This is an optimization exercise on Yosys and OpenROAD, whose aim is small area, a short achievable clock period and few clock cycles per item, not a production implementation. In this exercise RTL edits were held to simulation tests only and were not proved equivalent to the original. Power figures rest on the tool's default switching activity, not on a simulated workload.

==> module si_fast, before the edit <==
module si_fast (
    input  wire [15:0] r,
    input  wire [3:0]  v,
    output wire [15:0] rn,
    output wire        ge,
    output reg  [4:0]  q
);
    reg  [13:0] t;
    reg  [15:0] sub, sub1;
    integer j;
    always @* begin
        t = 14'd0;
        for (j = 0; j < 16; j = j + 1)
            if (v == j) t = j * 907;
        q = 5'd0;
        sub = 16'd0;
        sub1 = 16'd22050;
        for (j = 0; j < 128; j = j + 1)
            if (r[15:9] == j) begin
                q    = (j * 8192) / 22050;
                sub  = ((j * 8192) / 22050) * 22050;
                sub1 = ((j * 8192) / 22050) * 22050 + 22050;
            end
    end
    wire [15:0] a  = {r[11:0], 4'd0};
    wire [15:0] b  = {2'd0, t};
    wire [15:0] n  = ~sub;
    wire [15:0] s  = a ^ b ^ n;
    wire [15:0] k  = (a & b) | (a & n) | (b & n);
    wire [15:0] d  = s + {k[14:0], 1'b1};
    wire [15:0] n1 = ~sub1;
    wire [15:0] s1 = a ^ b ^ n1;
    wire [15:0] k1 = (a & b) | (a & n1) | (b & n1);
    wire [15:0] d1 = s1 + {k1[14:0], 1'b1};
    assign rn = d;
    assign ge = ~d1[15];
endmodule
==> module seq_index, before the edit <==
module seq_index (
    input  wire        clk,
    input  wire        rst,
    input  wire        in_valid,
    output wire        in_ready,
    input  wire [31:0] in_block,
    input  wire [31:0] in_num,
    input  wire [31:0] in_den,
    input  wire [12:0] in_len,
    output wire        out_valid,
    input  wire        out_ready,
    output wire [11:0] out_index
);
    reg         rdy;                   
    reg         ov;                    
    reg  [11:0] oidx;
    reg         busy1;                 
    reg         fast;                  
    reg  [5:0]  pos;                   
    reg         started;               
    reg  [31:0] scan;                  
    reg  [15:0] c1, r1;                 
    wire        e = (c1 >= 16'd22050);   
    reg  [31:0] c2, r2;                
    reg  [11:0] c3, M;
    reg  [31:0] den;
    reg  [12:0] len, len3;            
    reg         t2v, t2ph, t2sw, t2fin, t2b, t2f, t2e, t2g;
    reg  [1:0]  t2d;
    reg  [4:0]  t2q;
    reg         t3v, t3ph, t3sw, t3fin, t3b;
    reg  [1:0]  t3d;
    wire stall = t3v & t3fin & ov;
    wire        ph1     = pos[5];
    wire        fa      = fast & ~ph1;                
    wire [4:0]  ppos    = pos[4:0];
    wire        z16     = (scan[31:16] == 16'd0);
    wire        z8      = (scan[31:24] == 8'd0);
    wire        can16   = ~started & z16 & (ppos <= 5'd16);
    wire        can8    = ~started & z8  & (ppos <= 5'd24);
    wire        can4    = ~started & (scan[31:28] == 4'd0) & (ppos <= 5'd28);
    wire        skip    = can16 | can8 | can4;
    wire [5:0]  inc     = can16 ? 6'd16 : can8 ? 6'd8 : (can4 | fa) ? 6'd4 : 6'd1;
    wire [5:0]  pos_n   = pos + inc;
    wire        sw1     = (pos_n[5] != pos[5]);       
    wire        fin1    = sw1 & ph1;
    wire [14:0] s1r;
    wire [15:0] f1r;
    wire        f1ge;
    wire [1:0]  s1d;
    wire [4:0]  f1q;
    si_step1 u1 (.r(r1[14:0]), .c(scan[31] ? c1 : 16'd0), .off(scan[31] & e),
                 .rn(s1r), .q(s1d));
    si_fast uf (.r(r1), .v(scan[31:28]), .rn(f1r), .ge(f1ge), .q(f1q));
    wire [15:0] r1_n = fa ? f1r : {1'b0, s1r};
    wire [31:0] s2r;
    wire [1:0]  s2d;
    si_step #(.WR(32), .WM(32), .WX(34)) u2 (
        .r(r2), .c((t2g ? c2 : 32'd0) | {27'd0, t2q}),
        .da(t2d[1] | t2e), .db(t2d[1] | t2d[0]), .m(den),
        .rn(s2r), .q(s2d));
    wire [4:0]  acc_lo  = {1'b0, r2[3:0]} + {1'b0, t2q[4:1]};
    wire [23:0] acc_hi  = r2[27:4] + acc_lo[4];
    wire [31:0] acc     = {acc_hi, acc_lo[3:0], t2q[0], 3'd0};
    wire        t2acc   = t2f & ~t2sw;               
    wire [11:0] s3r;
    si_step #(.WR(12), .WM(13), .WX(15)) u3 (
        .r(M), .c((t3b & t3ph) ? {1'b0, c3} : 13'd0),
        .da(t3d[1]), .db(t3d[1] | t3d[0]), .m(len3),
        .rn(s3r), .q());
    wire fin3    = t3v & t3fin & ~ov;           
    wire busy1_n = rdy ? in_valid : (busy1 & ~fin1);
    wire t2v_n   = busy1;
    wire t3v_n   = stall ? t3v : t2v;
    wire t3fin_n = stall ? t3fin : t2fin;
    wire ov_n    = fin3 | (ov & ~out_ready);
    wire t2fin_n = busy1 & fin1;
    wire rdy_n   = ~busy1_n &
                   ((~t2v_n & (~t3v_n | (t3fin_n & ~ov_n))) |
                    (t2v_n & t2fin_n & ~ov_n & ~(t3v_n & t3fin_n)));
    wire fast_in = (in_den[31:26] != 6'd0) |
                   ((in_num[31:24] == 8'd0) & (in_den[31:18] != 14'd0)) |
                   ((in_num[31:16] == 16'd0) & (in_den[31:10] != 22'd0));
    always @(posedge clk) begin
        if (rst) begin
            rdy   <= 1'b1;
            ov    <= 1'b0;
            busy1 <= 1'b0;
            t2v   <= 1'b0;
            t3v   <= 1'b0;
        end else begin
            rdy   <= rdy_n;
            ov    <= ov_n;
            busy1 <= busy1_n;
            t2v   <= t2v_n;
            t3v   <= t3v_n;
        end
    end
    always @(posedge clk) begin
        if (fin3) oidx <= s3r;
        if (!stall) begin
            M     <= (~t3v | t3sw) ? 12'd0 : s3r;
            t3ph  <= t2v & t2ph;
            t3sw  <= t2sw;
            t3fin <= t2fin;
            t3b   <= t2v & t2b;
            t3d   <= (t2v & ~t2acc) ? s2d : 2'd0;
        end
        if (t3v & t3sw & ~t3fin) c3 <= s3r;
        r2 <= (~t2v | t2sw) ? 32'd0 : t2acc ? acc : s2r;
        if (t2v & t2sw & ~t2fin) c2 <= s2r;
        len3  <= len;
        t2ph  <= busy1 & ph1;
        t2sw  <= busy1 & sw1;
        t2fin <= busy1 & fin1;
        t2b   <= busy1 & ~fa & scan[31];
        t2d   <= (busy1 & ~fa) ? s1d : 2'd0;
        t2f   <= busy1 & fa;
        t2q   <= (busy1 & fa) ? f1q : 5'd0;
        t2e   <= busy1 & fa & sw1 & f1ge;
        t2g   <= busy1 & ph1 & scan[31];
        pos   <= pos_n;
        scan  <= sw1   ? c2 :
                 can16 ? {scan[15:0], 16'd0} :
                 can8  ? {scan[23:0], 8'd0} :
                 (can4 | fa) ? {scan[27:0], 4'd0} :
                         {scan[30:0], 1'b0};
        r1    <= sw1 ? 16'd0 : r1_n;
        if (~skip) started <= 1'b1;
        if (sw1) begin
            started <= 1'b0;
            c1      <= r1_n;
        end
        if (rdy) begin
            fast    <= fast_in;
            pos     <= 6'd0;
            started <= 1'b0;
            scan    <= in_num;
            c2      <= in_block;
            c1      <= 16'd907;
            r1      <= 16'd0;
            r2      <= 32'd0;
            den     <= in_den;
            len     <= in_len;
        end
    end
    assign in_ready  = rdy;
    assign out_valid = ov;
    assign out_index = oidx;
endmodule
export LEC_CHECK = 0
export CAP_MARGIN = 20
export CORE_MARGIN = 2
export CORE_UTILIZATION = 40
export SLEW_MARGIN = 20
create_clock -name core_clock -period 16.0 [get_ports {clk}]
standard.sh (not shown) runs the stock make flow with config.mk's settings and CLKGATE_MAP_FILE= SYNTH_SCRIPT=/design/flow/synth_recipe.tcl, a recipe that flattens the netlist after the stock synthesis.
==> flow/flow/run.sh <==
#!/bin/bash
set -euo pipefail
bash standard.sh SETUP_SLACK_MARGIN=11 CTS_CLUSTER_SIZE=20 CTS_CLUSTER_DIAMETER=180 finish > standard_finish.log 2>&1
The starting point ran to the end with no violations.
Testbench counts at the start, summed over its fixed seeds: cycles 102,223, items 3,200.
==> next run, changes <==
--- a/flow/design.v
+++ b/flow/design.v
@@ -47,42 +47,32 @@
 endmodule
 module si_fast (
     input  wire [15:0] r,
     input  wire [3:0]  v,
     output wire [15:0] rn,
-    output wire        ge,
     output reg  [4:0]  q
 );
-    reg  [13:0] t;
-    reg  [15:0] sub, sub1;
+    reg  [15:0] t, sub;
     integer j;
     always @* begin
-        t = 14'd0;
+        t  = 16'd0;
         for (j = 0; j < 16; j = j + 1)
             if (v == j) t = j * 907;
         q = 5'd0;
         sub = 16'd0;
-        sub1 = 16'd22050;
         for (j = 0; j < 128; j = j + 1)
             if (r[15:9] == j) begin
-                q    = (j * 8192) / 22050;
-                sub  = ((j * 8192) / 22050) * 22050;
-                sub1 = ((j * 8192) / 22050) * 22050 + 22050;
+                q   = (j * 8192) / 22050;
+                sub = ((j * 8192) / 22050) * 22050;
             end
     end
     wire [15:0] a  = {r[11:0], 4'd0};
-    wire [15:0] b  = {2'd0, t};
     wire [15:0] n  = ~sub;
-    wire [15:0] s  = a ^ b ^ n;
-    wire [15:0] k  = (a & b) | (a & n) | (b & n);
+    wire [15:0] s  = a ^ t ^ n;
+    wire [15:0] k  = (a & t) | (a & n) | (t & n);
     wire [15:0] d  = s + {k[14:0], 1'b1};
-    wire [15:0] n1 = ~sub1;
-    wire [15:0] s1 = a ^ b ^ n1;
-    wire [15:0] k1 = (a & b) | (a & n1) | (b & n1);
-    wire [15:0] d1 = s1 + {k1[14:0], 1'b1};
     assign rn = d;
-    assign ge = ~d1[15];
 endmodule
 module seq_index (
     input  wire        clk,
     input  wire        rst,
     input  wire        in_valid,
@@ -107,11 +97,11 @@
     wire        e = (c1 >= 16'd22050);   
     reg  [31:0] c2, r2;                
     reg  [11:0] c3, M;
     reg  [31:0] den;
     reg  [12:0] len, len3;            
-    reg         t2v, t2ph, t2sw, t2fin, t2b, t2f, t2e, t2g;
+    reg         t2v, t2ph, t2sw, t2fin, t2b, t2f, t2g;
     reg  [1:0]  t2d;
     reg  [4:0]  t2q;
     reg         t3v, t3ph, t3sw, t3fin, t3b;
     reg  [1:0]  t3d;
     wire stall = t3v & t3fin & ov;
@@ -128,22 +118,21 @@
     wire [5:0]  pos_n   = pos + inc;
     wire        sw1     = (pos_n[5] != pos[5]);       
     wire        fin1    = sw1 & ph1;
     wire [14:0] s1r;
     wire [15:0] f1r;
-    wire        f1ge;
     wire [1:0]  s1d;
     wire [4:0]  f1q;
     si_step1 u1 (.r(r1[14:0]), .c(scan[31] ? c1 : 16'd0), .off(scan[31] & e),
                  .rn(s1r), .q(s1d));
-    si_fast uf (.r(r1), .v(scan[31:28]), .rn(f1r), .ge(f1ge), .q(f1q));
+    si_fast uf (.r(r1), .v(scan[31:28]), .rn(f1r), .q(f1q));
     wire [15:0] r1_n = fa ? f1r : {1'b0, s1r};
     wire [31:0] s2r;
     wire [1:0]  s2d;
     si_step #(.WR(32), .WM(32), .WX(34)) u2 (
         .r(r2), .c((t2g ? c2 : 32'd0) | {27'd0, t2q}),
-        .da(t2d[1] | t2e), .db(t2d[1] | t2d[0]), .m(den),
+        .da(t2d[1] | (t2f & t2sw & e)), .db(t2d[1] | t2d[0]), .m(den),
         .rn(s2r), .q(s2d));
     wire [4:0]  acc_lo  = {1'b0, r2[3:0]} + {1'b0, t2q[4:1]};
     wire [23:0] acc_hi  = r2[27:4] + acc_lo[4];
     wire [31:0] acc     = {acc_hi, acc_lo[3:0], t2q[0], 3'd0};
     wire        t2acc   = t2f & ~t2sw;               
@@ -199,11 +188,10 @@
         t2fin <= busy1 & fin1;
         t2b   <= busy1 & ~fa & scan[31];
         t2d   <= (busy1 & ~fa) ? s1d : 2'd0;
         t2f   <= busy1 & fa;
         t2q   <= (busy1 & fa) ? f1q : 5'd0;
-        t2e   <= busy1 & fa & sw1 & f1ge;
         t2g   <= busy1 & ph1 & scan[31];
         pos   <= pos_n;
         scan  <= sw1   ? c2 :
                  can16 ? {scan[15:0], 16'd0} :
                  can8  ? {scan[23:0], 8'd0} :
Power drops by 9.6%; wire length went down by about 4%; setup slack got worse by 86 ps; final cell count decreases by 2.3%; count of clock-buffer cells in the layout drops by 1; area after synthesis shrinks by 3.2%; global-route usage fell by 0.95 points; cell area decreases by 1.1%; via count decreases by about 4%.
Testbench counts after the change, summed over its fixed seeds: cycles 102,223, items 3,200.

static timing again, ports no longer ideal:
Ports are ideal in the flow. The routed layouts listed here were re-timed in OpenROAD.
Step 1 assumes that a clkbuf_16 drives the clock port and a buf_2 every other input.
Step 2, shift: input delay + t, output delay - t, t = (earliest + latest rising clock arrival at the registers) / 2. This alone moves slack from input paths to output paths.
Three values: ideal ports, drivers, drivers and shift; two values: the first two.
| run | t (ns) | setup WS [ns] | latest minus earliest clock arrival (ns) | pins driven straight from the clock port |
|---|---|---|---|---|
| the first run | 0.597 | 11.106 / 11.106 / 10.929 | 0.023 / 0.024 | 1 |
| the second run | 0.585 | 11.019 / 11.019 / 10.928 | 0.022 / 0.022 | 1 |
After both steps setup and hold are still met in every run listed. For the first run, which loses most, drivers alone change the setup slack by 0.000 ns; drivers and shift together by -0.177 ns.
